From an optimization exercise on the open Yosys and OpenROAD flow, aimed at small area and few clock cycles; shortcuts taken in it are not production practice. The RTL was checked by simulation tests, not by an equivalence proof against the original design. Power and IR drop assume default switching activity.

== trial 61 ==
==> flow/design.v <==
module pid_proto (
    input  wire        clk,
    input  wire        rst,           
    input  wire        cmd_valid,
    output wire        cmd_ready,
    input  wire [31:0] cmd,
    output wire        rsp_valid,
    output wire [7:0]  rsp_status,
    output wire [31:0] rsp_value,
    output wire [1:0]  rsp_count,
    output wire [7:0]  rsp_byte0,
    output wire [7:0]  rsp_byte1
);
    function [15:0] crc_step;
        input [15:0] c_in;
        input [7:0]  b;
        reg   [15:0] c;
        integer      i;
        begin
            c = c_in ^ {8'h00, b};
            for (i = 0; i < 8; i = i + 1)
                c = c[0] ? ((c >> 1) ^ 16'h8408) : (c >> 1);
            crc_step = c;
        end
    endfunction
    reg [31:0] c;         
    reg        cv;        
    reg [15:0] ncrc;      
    reg [15:0] nvcrc;     
    reg [7:0]  vhold0;    
    reg [7:0]  vhold1;    
    reg [1:0]  vcnt;
    reg [3:0]  rx;
    reg        z_mid;     
    reg        z_lo;      
    assign cmd_ready = 1'b1;
    assign rsp_valid = cv;
    wire [7:0]  b   = c[7:0];
    wire        zfc = ~|c[23:21];
    wire        zfb = zfc & z_mid;
    wire        zf0 = zfb & z_lo;
    wire hi0   = c[27:26] == 2'b00;   
    wire g1    = hi0 & c[31:28] == 4'h1;
    wire g2    = hi0 & c[31:28] == 4'h2;
    wire g3    = hi0 & c[31:28] == 4'h3;
    wire g4    = hi0 & c[31:28] == 4'h4;
    wire g5    = hi0 & c[31:28] == 4'h5;
    wire [1:0] lo = c[25:24];
    wire s_enc   = g1 & lo == 2'd0 & zfc;
    wire s_dec   = g1 & lo == 2'd1 & zfb;
    wire s_cinit = g2 & lo == 2'd0 & zf0;
    wire s_cfeed = g2 & lo == 2'd1 & zfb;
    wire s_ctag  = g2 & lo == 2'd2 & zf0;
    wire s_vinit = g3 & lo == 2'd0 & zf0;
    wire s_vfeed = g3 & lo == 2'd1 & zfb;
    wire s_vend  = g3 & lo == 2'd2 & zf0;
    wire s_fbe   = g4 & ~lo[0] & lo != 2'd3 & zf0;   
    wire s_fbyte = g4 & lo == 2'd1 & zfb;
    wire s_rinit = g5 & lo == 2'd0 & zf0;
    wire s_rbyte = g5 & lo == 2'd1 & zfb;
    wire s_rend  = g5 & lo == 2'd2 & zf0;
    wire s_rstat = g5 & lo == 2'd3 & zf0;
    wire legal = s_enc | s_dec | s_cinit | s_cfeed | s_ctag | s_vinit | s_vfeed |
                 s_vend | s_fbe | s_fbyte | s_rinit | s_rbyte | s_rend | s_rstat;
    wire asc_ok =
        (b >= 8'h41 && b <= 8'h5A) || (b >= 8'h61 && b <= 8'h7A) ||
        (b >= 8'h30 && b <= 8'h39) || (b == 8'h20) ||
        (b == 8'h21) || (b == 8'h23) || (b == 8'h24) || (b == 8'h26) ||
        (b == 8'h27) || (b == 8'h28) || (b == 8'h29) || (b == 8'h2A) ||
        (b == 8'h2B) || (b == 8'h2C) || (b == 8'h2D) || (b == 8'h2E) ||
        (b == 8'h2F) || (b == 8'h3A) || (b == 8'h3B) || (b == 8'h3C) ||
        (b == 8'h3D) || (b == 8'h3E) || (b == 8'h3F) || (b == 8'h5C);
    reg        ext_hit;
    reg [2:0]  ext_idx;
    always @(*) begin
        ext_hit = 1'b1;
        ext_idx = 3'd0;
        case (c[20:0])
            21'h0000B7: ext_idx = 3'd0;
            21'h002022: ext_idx = 3'd1;
            21'h002500: ext_idx = 3'd2;
            21'h002501: ext_idx = 3'd3;
            21'h002588: ext_idx = 3'd4;
            21'h002581: ext_idx = 3'd5;
            default:    ext_hit = 1'b0;
        endcase
    end
    wire asc_hit = asc_ok & z_mid;
    wire enc_hit = asc_hit | ext_hit;
    reg [15:0] dec_x;
    always @(*) begin
        case (b)
            8'h22:   dec_x = 16'h0027;
            8'h80:   dec_x = 16'h00B7;
            8'h81:   dec_x = 16'h2022;
            8'h82:   dec_x = 16'h2500;
            8'h83:   dec_x = 16'h2501;
            8'h84:   dec_x = 16'h2588;
            8'h85, 8'h86, 8'h87:
                     dec_x = 16'h2581;
            default: dec_x = 16'hFFFD;
        endcase
    end
    wire [15:0] recv  = {vhold1, vhold0};
    wire        vfull = vcnt[1];
    wire        v_ok  = s_vend & vfull;
    wire        v_bad = recv != nvcrc;
    wire rx_err   = rx[3];
    wire b_dle    = b == 8'h10;
    wire b_stx    = b == 8'h02;
    wire b_etx    = b == 8'h03;
    wire rx_start = ~rx[3] & rx[2:0] == 3'd0;
    wire rx_hdr   = ~rx[3] & rx[2:0] == 3'd1;
    wire rx_data  = ~rx[3] & rx[2:0] == 3'd2;
    wire rx_esc   = ~rx[3] & rx[2:0] == 3'd3;
    wire rx_done  = ~rx[3] & rx[2];
    reg [2:0] why_n;
    always @(*) begin
        why_n = 3'd0;
        if (rx_start & ~b_dle)              why_n = 3'd2;
        if (rx_hdr & ~b_stx)                why_n = 3'd3;
        if (rx_esc & ~b_dle & ~b_etx)       why_n = 3'd4;
        if (rx_done)                        why_n = 3'd5;
    end
    wire rb_err = s_rbyte & (rx_err | why_n != 3'd0);
    wire re_err = s_rend & ~rx_done;
    wire s_val = s_enc & ~enc_hit;
    wire s_raw = ~legal | s_val | (s_dec & asc_ok);   
    wire s_decx = s_dec & ~asc_ok;
    wire s_prot = (s_vend & ~vfull) | rb_err | re_err;
    assign rsp_status = {5'd0, ~legal, (v_ok & v_bad) | s_val, s_prot | s_val};
    wire [3:0] sval =
        ({4{s_vend & ~vfull}} & 4'd1) |
        ({4{rb_err}} & (rx_err ? {1'b0, rx[2:0]} : {1'b0, why_n})) |
        ({4{re_err}} & (rx_err ? {1'b0, rx[2:0]} : 4'd6)) |
        ({4{s_rstat}} & {1'b0, rx_err | rx[2], rx_err | rx[1], rx_err | rx[0]});
    assign rsp_value[31:24] = ({8{~legal}} & c[31:24]) | ({8{v_ok}} & nvcrc[15:8]);
    assign rsp_value[23:16] = ({8{s_raw}} & c[23:16]) | ({8{v_ok}} & nvcrc[7:0]);
    assign rsp_value[15:8]  = ({8{s_raw}} & c[15:8]) | ({8{s_decx}} & dec_x[15:8]) |
                              ({8{s_ctag}} & ncrc[15:8]) | ({8{v_ok}} & recv[15:8]);
    assign rsp_value[7:4]   = ({4{s_raw}} & c[7:4]) | ({4{s_decx}} & dec_x[7:4]) |
                              ({4{s_ctag}} & ncrc[7:4]) | ({4{v_ok}} & recv[7:4]) |
                              ({4{s_rstat & rx_err}} & {1'b0, rx[2:0]});
    assign rsp_value[3:0]   = ({4{s_raw}} & c[3:0]) | ({4{s_decx}} & dec_x[3:0]) |
                              ({4{s_ctag}} & ncrc[3:0]) | ({4{v_ok}} & recv[3:0]) | sval;
    assign rsp_count[1] = s_ctag | s_fbe | (s_fbyte & b_dle);
    assign rsp_count[0] = (s_enc & enc_hit) | (s_vfeed & vfull) | (s_fbyte & ~b_dle) |
                          (s_rbyte & ((rx_data & ~b_dle) | (rx_esc & b_dle)));
    wire [1:0] grp = c[29:28];
    assign rsp_byte0 =
        (grp == 2'd2) ? ncrc[7:0] :
        (grp == 2'd3) ? vhold0 :
        (~c[30] & ext_hit) ? {5'b10000, ext_idx} :
        (b | {3'd0, c[30] & ~c[24], 4'd0});   
    assign rsp_byte1 =
        (grp == 2'd2) ? ncrc[15:8] :
        c[24] ? 8'h10 : {7'd1, c[25]};
    wire [15:0] crc_f  = ~crc_step(~ncrc, b);
    wire [15:0] vcrc_f = ~crc_step(~nvcrc, vhold0);
    wire        vshift = cv & s_vfeed;
    wire        c_ld   = cv & s_cfeed & ~rst;
    wire        c_hold = ~rst & ~(cv & (s_cinit | s_cfeed));
    wire        v_ld   = cv & s_vfeed & vfull & ~rst;
    wire        v_hold = ~rst & ~(cv & (s_vinit | s_vend | (s_vfeed & vfull)));
    wire [15:0] ncrc_d  = ({16{c_ld}} & crc_f)  | ({16{c_hold}} & ncrc);
    wire [15:0] nvcrc_d = ({16{v_ld}} & vcrc_f) | ({16{v_hold}} & nvcrc);
    always @(posedge clk) begin
        c     <= cmd;
        z_mid <= ~|cmd[20:8];
        z_lo  <= ~|cmd[7:0];
        ncrc  <= ncrc_d;
        nvcrc <= nvcrc_d;
        if (rst) begin
            cv    <= 1'b0;
            vcnt  <= 2'd0;
            rx    <= 4'd0;
        end else begin
            cv <= cmd_valid;
            if (cv) begin
                if (s_vinit | s_vend)
                    vcnt <= 2'd0;
                else if (s_vfeed & ~vfull)
                    vcnt <= {vcnt[0], ~vcnt[0]};
                if (s_rinit | s_rend)
                    rx <= 4'd0;
                else if (s_rbyte & ~rx_err) begin
                    if (why_n != 3'd0)
                        rx <= {1'b1, why_n};
                    else if (rx_start)
                        rx <= 4'd1;
                    else if (rx_hdr)
                        rx <= 4'd2;
                    else if (rx_data)
                        rx <= b_dle ? 4'd3 : 4'd2;
                    else   
                        rx <= b_dle ? 4'd2 : 4'd4;
                end
            end
        end
        if (vshift) begin
            vhold1 <= b;
            vhold0 <= vhold1;
        end
    end
endmodule
==> flow/config.mk <==
export PLATFORM = sky130hd
export DESIGN_NAME = pid_proto
export DESIGN_NICKNAME = pid_proto
export VERILOG_FILES = /design/flow/design.v
export SDC_FILE = /design/flow/constraint.sdc
export NUM_CORES = 4
export LEC_CHECK = 0
export CAP_MARGIN = 20
export CORE_MARGIN = 2
export CORE_UTILIZATION = 40
export GPL_TIMING_DRIVEN = 0
export SLEW_MARGIN = 20
==> flow/constraint.sdc <==
create_clock -name core_clock -period 4.0 [get_ports {clk}]
set_input_delay 0.8000 -clock core_clock [delete_from_list [all_inputs] [get_ports {clk}]]
set_output_delay 0.8000 -clock core_clock [all_outputs]
set_load 0.01 [all_outputs]
standard.sh (not shown) runs the stock make flow with config.mk's settings and CLKGATE_MAP_FILE= SYNTH_SCRIPT=/design/flow/synth_recipe.tcl, a recipe that flattens the netlist after the stock synthesis.
==> flow/flow/run.sh <==
#!/bin/bash
# Layout flow: the standard ORFS flow (standard.sh) with three changes.
#  - Synthesis is the standard flow's own script (synth_recipe.tcl) with only the ABC
#    mapping script swapped for flow/abc_area.script: ORFS's speed script
#    with the delay relaxed (&nf -R 1000) and without ABC's buffering and
#    up-sizing passes. Registers are untouched (ABC maps only the logic).
#  - The port buffers are sky130_fd_sc_hd__buf_1.
#  - Clock tree: sky130_fd_sc_hd__clkbuf_8 buffers, no dummy loads.
# Each run's full output goes to a log file of its own in this folder.
set -euo pipefail
here=$(pwd)
{
  head -n 1 synth_recipe.tcl
  cat <<TCL
proc abc {args} {
  set i [lsearch -exact \$args -script]
  if { \$i >= 0 } { lset args [expr {\$i + 1}] $here/flow/abc_area.script }
  yosys abc {*}\$args
}
TCL
  tail -n +2 synth_recipe.tcl
} > my_synth.tcl
sed "s|SYNTH_SCRIPT=[^ ]*|SYNTH_SCRIPT=$here/my_synth.tcl|" standard.sh > my_standard.sh
grep -q "SYNTH_SCRIPT=$here/my_synth.tcl" my_standard.sh
export BUFFER_PORTS_ARGS="-buffer_cell sky130_fd_sc_hd__buf_1"
export CTS_ARGS="-sink_clustering_enable -repair_clock_nets -dont_use_dummy_load -buf_list sky130_fd_sc_hd__clkbuf_8"
bash my_standard.sh synth > synth.log 2>&1
bash my_standard.sh finish > layout.log 2>&1
==> flow/flow/abc_area.script <==
&get -n
&st
&dch
&nf -R 1000
&st
&syn2
&if -g -K 6
&synch2
&nf -R 1000
&st
&syn2
&if -g -K 6
&synch2
&nf -R 1000
&st
&syn2
&if -g -K 6
&synch2
&nf -R 1000
&st
&syn2
&if -g -K 6
&synch2
&nf -R 1000
&st
&syn2
&if -g -K 6
&synch2
&nf -R 1000
&put
topo
stime -c
dnsize -c
Testbench counts of trial 61, summed over its fixed seeds: cycles 48,189.
Input-level comparison between build 25 and trial 61:
# trial 61
export LEC_CHECK = 0
export CAP_MARGIN = 20
export CORE_MARGIN = 2
export CORE_UTILIZATION = 40
export GPL_TIMING_DRIVEN = 0
export SLEW_MARGIN = 20
create_clock -name core_clock -period 4.0 [get_ports {clk}]
# build 25
export LEC_CHECK = 0
export CAP_MARGIN = 20
export CORE_MARGIN = 2
export CORE_UTILIZATION = 40
export SLEW_MARGIN = 20
create_clock -name core_clock -period 4.0 [get_ports {clk}]
Notes after the runs:
Looking at count of plain and timing-repair buffers, build 25 sits 2.8% higher than trial 61 does. There was hardly any difference in cell count between build 25 and trial 61. Delta (build 25 minus trial 61): power decreased by about 0.6% relative to the old numbers; wire length increased 1.1%; number of buffers inserted to repair setup after CTS decreased by 3 relative to the old numbers. For top achievable clock speed, trial 61 and build 25 come out practically identical.

afterwards: timing with drivers on the ports:
The results above use ideal ports. As a check the final layouts listed here were re-extracted and re-timed, cells and wires unchanged.
Step 1: set_driving_cell puts a clkbuf_16 on clk and a buf_2 on each other input, an assumption about the parent block.
Step 2 also shifts input and output timing later by t, the mid clock arrival at the registers, as if the neighbouring blocks saw the same clock.
Three values: ideal, step 1, step 2; two values: the first two.
run | shift t [ns] | setup WS [ns] | worst setup path after step 2 | clock arrival spread, ns
trial 61 | 0.412 | 0.157 / 0.121 / 0.534 | register to output | 0.026 / 0.027
build 25 | 0.402 | 0.153 / 0.119 / 0.521 | register to output | 0.018 / 0.019
After both steps every run listed still meets setup and hold.
